From an optimization exercise on the open Yosys and OpenROAD flow, aimed at small area, a short achievable clock period and few clock cycles; shortcuts taken in it are not production practice. Where RTL was checked, it was by simulation tests only, not by an equivalence proof against the original. Power figures rest on the tool's default switching activity, not on a simulated workload.

Setup of v9:
==> module trb_render, before the edit <==
module trb_render (
    input  wire        clk,
    input  wire        rst,           
    input  wire        start,         
    input  wire [31:0] xscroll,       
    input  wire [31:0] yscroll,       
    input  wire        transp,        
    input  wire        sheet_valid,
    input  wire [31:0] sheet_dim,     
    output wire        busy,
    output reg         done,
    output wire        err,
    output wire [3:0]  errcode,
    output reg         tile_rd,
    output wire [11:0] tile_addr,
    input  wire [33:0] tile_rdata,    
    output reg         idx_rd,
    output reg  [11:0] idx_addr,
    input  wire [1:0]  idx_rdata,
    output reg         fb_we,
    output reg  [9:0]  fb_addr,
    output reg  [7:0]  fb_wdata
);
    reg busy_r, idle_r, chk;
    assign busy = busy_r;
    wire accept = start & idle_r;
    reg [9:0] sw;
    reg       tr;
    reg       err_r, ec1_r, ec0_r;
    assign err     = err_r;
    assign errcode = {1'b0, err_r, ec1_r, ec0_r};
    reg       vG;
    reg [5:0] px;
    reg [2:0] x, y;
    reg [5:0] tx, ty;
    reg       nt0, nt1, nt2, nt3;    
    assign tile_addr = {ty, tx};
    reg       v1, vI, vD, lastW;
    reg [2:0] x1, y1, sx, sy;    
    reg [1:0] dbits;
    reg [31:0] color;
    wire       eol     = (px == 6'd39);
    wire       xw      = (x == 3'd7);
    wire       next_nt = eol | xw;
    wire       advG    = vG & ~(next_nt & (nt0 | nt1));
    wire lastD = vD & (fb_addr == 10'd958);
    wire kill  = lastD | (chk & err_r);
    reg [7:0] subc;
    always @(*) begin
        case (idx_rdata)
            2'd0: subc = color[7:0];
            2'd1: subc = color[15:8];
            2'd2: subc = color[23:16];
            default: subc = color[31:24];
        endcase
    end
    wire [1:0] dnow = nt1 ? tile_rdata[33:32] : dbits;
    always @(posedge clk) begin
        if (idle_r) begin
            sw    <= sheet_dim[9:0];
            tr    <= transp;
            err_r <= ~sheet_valid | (sheet_dim[15:3] == 13'd0) | (sheet_dim[31:19] == 13'd0);
            ec1_r <= sheet_valid & ((sheet_dim[15:3] == 13'd0) | (sheet_dim[31:19] == 13'd0));
            ec0_r <= ~sheet_valid;
        end
        {tx, x} <= idle_r ? xscroll[8:0] :
                   {tx, x} + (advG ? (eol ? 9'h1D9 : 9'h001) : 9'h000);
        {ty, y} <= idle_r ? yscroll[8:0] : {ty, y} + {8'd0, advG & eol};
        px <= (idle_r | (advG & eol)) ? 6'd0 : px + {5'd0, advG};
        fb_addr <= idle_r ? 10'h3FF : fb_addr + {9'd0, vD};
        x1 <= x;  y1 <= y;
        sx <= x1 ^ {3{dnow[0]}};
        sy <= y1 ^ {3{dnow[1]}};
        nt2 <= nt1; nt3 <= nt2;
        if (nt1) dbits <= tile_rdata[33:32];
        if (nt3) color <= tile_rdata[31:0];
        idx_addr <= sy * sw + {9'd0, sx};
        fb_wdata <= subc;
    end
    always @(posedge clk) begin
        if (rst) begin
            busy_r <= 1'b0; idle_r <= 1'b1; chk <= 1'b0; done <= 1'b0;
            vG <= 1'b0; v1 <= 1'b0; vI <= 1'b0; vD <= 1'b0; lastW <= 1'b0;
            nt0 <= 1'b0; nt1 <= 1'b0;
            tile_rd <= 1'b0; idx_rd <= 1'b0; fb_we <= 1'b0;
        end else begin
            chk   <= accept;
            lastW <= lastD;
            done  <= (chk & err_r) | lastW;
            if (accept) begin
                busy_r <= 1'b1; idle_r <= 1'b0;
            end else if ((chk & err_r) | lastW) begin
                busy_r <= 1'b0; idle_r <= 1'b1;
            end
            fb_we <= vD & ~(tr & (subc == 8'hFF));
            if (kill) begin
                vG <= 1'b0; v1 <= 1'b0; vI <= 1'b0; idx_rd <= 1'b0; vD <= 1'b0;
                nt0 <= 1'b0; nt1 <= 1'b0; tile_rd <= 1'b0;
            end else begin
                if (accept) vG <= 1'b1;
                nt0 <= accept | (advG & next_nt);
                nt1 <= nt0;
                tile_rd <= accept | (advG & next_nt) | nt1;
                v1 <= advG;
                vI <= v1;
                idx_rd <= vI;
                vD <= idx_rd;
            end
        end
    end
endmodule
export LEC_CHECK = 0
export CAP_MARGIN = 20
export CORE_MARGIN = 2
export CORE_UTILIZATION = 40
export SLEW_MARGIN = 20
create_clock -name core_clock -period 10.0 [get_ports {clk}]
standard.sh (not shown) runs the stock make flow with config.mk's settings and CLKGATE_MAP_FILE= SYNTH_SCRIPT=/design/flow/synth_recipe.tcl, a recipe that flattens the netlist after the stock synthesis.
==> flow/flow/run.sh <==
#!/bin/bash
set -euo pipefail
export BUFFER_PORTS_ARGS="-buffer_cell sky130_fd_sc_hd__buf_1"
export SETUP_SLACK_MARGIN=6.95
export CTS_ARGS="-sink_clustering_enable -repair_clock_nets -dont_use_dummy_load -buf_list {sky130_fd_sc_hd__clkbuf_4 sky130_fd_sc_hd__clkbuf_8}"
bash standard.sh > standard.log 2>&1
Testbench counts of v9, summed over its fixed seeds: cycles 62,952.
#### Input delta (v3 over v9)
==> flow/design.v <==
module trb_render (
    input  wire        clk,
    input  wire        rst,           
    input  wire        start,         
    input  wire [31:0] xscroll,       
    input  wire [31:0] yscroll,       
    input  wire        transp,        
    input  wire        sheet_valid,
    input  wire [31:0] sheet_dim,     
    output wire        busy,
    output reg         done,
    output wire        err,
    output wire [3:0]  errcode,
    output reg         tile_rd,
    output wire [11:0] tile_addr,
    input  wire [33:0] tile_rdata,    
    output reg         idx_rd,
    output reg  [11:0] idx_addr,
    input  wire [1:0]  idx_rdata,
    output reg         fb_we,
    output reg  [9:0]  fb_addr,
    output reg  [7:0]  fb_wdata
);
    reg busy_r, idle_r, chk;
    assign busy = busy_r;
    wire accept = start & idle_r;
    reg [9:0] sw;
    reg       tr;
    reg       err_r, ec1_r, ec0_r;
    assign err     = err_r;
    assign errcode = {1'b0, err_r, ec1_r, ec0_r};
    reg       vG;
    reg [5:0] px;
    reg [2:0] x, y;
    reg [5:0] tx, ty;
    reg       nt0, nt1, nt2, nt3;    
    assign tile_addr = {ty, tx};
    reg       v1, vI, vD, lastW;
    reg [2:0] x1, y1, sx, sy;    
    reg [1:0] dbits;
    reg [31:0] color;
    reg [3:0]  is255;                
    wire       eol     = (px == 6'd39);
    wire       xw      = (x == 3'd7);
    wire       next_nt = eol | xw;
    wire       advG    = vG & ~(next_nt & (nt0 | nt1));
    wire [5:0] tx_d    = eol ? (xw ? 6'd60 : 6'd59) : {5'd0, xw};
    wire lastD = vD & (fb_addr == 10'd958);
    wire kill  = lastD | (chk & err_r);
    reg [7:0] subc;
    reg       sub255;
    always @(*) begin
        case (idx_rdata)
            2'd0: begin subc = color[7:0];   sub255 = is255[0]; end
            2'd1: begin subc = color[15:8];  sub255 = is255[1]; end
            2'd2: begin subc = color[23:16]; sub255 = is255[2]; end
            default: begin subc = color[31:24]; sub255 = is255[3]; end
        endcase
    end
    wire [1:0] dnow = nt1 ? tile_rdata[33:32] : dbits;
    always @(posedge clk) begin
        if (idle_r) begin
            sw    <= sheet_dim[9:0];
            tr    <= transp;
            err_r <= ~sheet_valid | (sheet_dim[15:3] == 13'd0) | (sheet_dim[31:19] == 13'd0);
            ec1_r <= sheet_valid & ((sheet_dim[15:3] == 13'd0) | (sheet_dim[31:19] == 13'd0));
            ec0_r <= ~sheet_valid;
        end
        x  <= idle_r ? xscroll[2:0] : x + {2'd0, advG};
        tx <= idle_r ? xscroll[8:3] : tx + (advG ? tx_d : 6'd0);
        y  <= idle_r ? yscroll[2:0] : y + {2'd0, advG & eol};
        ty <= idle_r ? yscroll[8:3] : ty + {5'd0, advG & eol & (y == 3'd7)};
        px <= (idle_r | (advG & eol)) ? 6'd0 : px + {5'd0, advG};
        fb_addr <= idle_r ? 10'h3FF : fb_addr + {9'd0, vD};
        x1 <= x;  y1 <= y;
        sx <= x1 ^ {3{dnow[0]}};
        sy <= y1 ^ {3{dnow[1]}};
        nt2 <= nt1; nt3 <= nt2;
        if (nt1) dbits <= tile_rdata[33:32];
        if (nt3) begin
            color <= tile_rdata[31:0];
            is255 <= {&tile_rdata[31:24], &tile_rdata[23:16],
                      &tile_rdata[15:8],  &tile_rdata[7:0]};
        end
        idx_addr <= sy * sw + {9'd0, sx};
        fb_wdata <= subc;
    end
    always @(posedge clk) begin
        if (rst) begin
            busy_r <= 1'b0; idle_r <= 1'b1; chk <= 1'b0; done <= 1'b0;
            vG <= 1'b0; v1 <= 1'b0; vI <= 1'b0; vD <= 1'b0; lastW <= 1'b0;
            nt0 <= 1'b0; nt1 <= 1'b0;
            tile_rd <= 1'b0; idx_rd <= 1'b0; fb_we <= 1'b0;
        end else begin
            chk   <= accept;
            lastW <= lastD;
            done  <= (chk & err_r) | lastW;
            if (accept) begin
                busy_r <= 1'b1; idle_r <= 1'b0;
            end else if ((chk & err_r) | lastW) begin
                busy_r <= 1'b0; idle_r <= 1'b1;
            end
            fb_we <= vD & ~(tr & sub255);
            if (kill) begin
                vG <= 1'b0; v1 <= 1'b0; vI <= 1'b0; idx_rd <= 1'b0; vD <= 1'b0;
                nt0 <= 1'b0; nt1 <= 1'b0; tile_rd <= 1'b0;
            end else begin
                if (accept) vG <= 1'b1;
                nt0 <= accept | (advG & next_nt);
                nt1 <= nt0;
                tile_rd <= accept | (advG & next_nt) | nt1;
                v1 <= advG;
                vI <= v1;
                idx_rd <= vI;
                vD <= idx_rd;
            end
        end
    end
endmodule
Delta (v3 minus v9): arithmetic-cell share of the synthesized area counting full adders, half adders and majority gates saw an increase, met1 routed wirelength after detailed routing fell by about 2.6%, worst setup slack after layout increased by 0.012 ns relative to the old numbers, total net switching power up 1.5%, sequential share of layout area shows an increase of 0.71 points. v3 vs. v9: routed wire length down 2.3%, detailed-route via count down 45.
The RTL of v3 was laid out without a check of its function.

static timing again, ports no longer ideal:
No port has a modelled driver above. Below, the same layouts with a new extraction and two added sets of constraints. Step 1: set_driving_cell puts a clkbuf_16 on clk and a buf_2 on each other input, an assumption about the parent block. Step 2 adds t to the input delays and takes it off the output delays; t is the mean of the earliest and latest rising clock arrival at the registers after step 1. Input paths then give back, and output paths get back, about the clock's delay inside the block. Three values: ideal, step 1, step 2; two values: the first two.
run | shift t [ns] | setup slack, ns | worst setup path at the end | worst register clock-pin slew, ns
v9 | 0.455 | 6.992 / 6.956 / 6.645 | input to register | 0.08 / 0.08
v3 | 0.458 | 7.004 / 6.971 / 6.842 | input to register | 0.08 / 0.08
After both steps every run listed still meets setup and hold. For v9, which loses most, drivers alone change the setup slack by -0.036 ns; drivers and shift together by -0.347 ns.
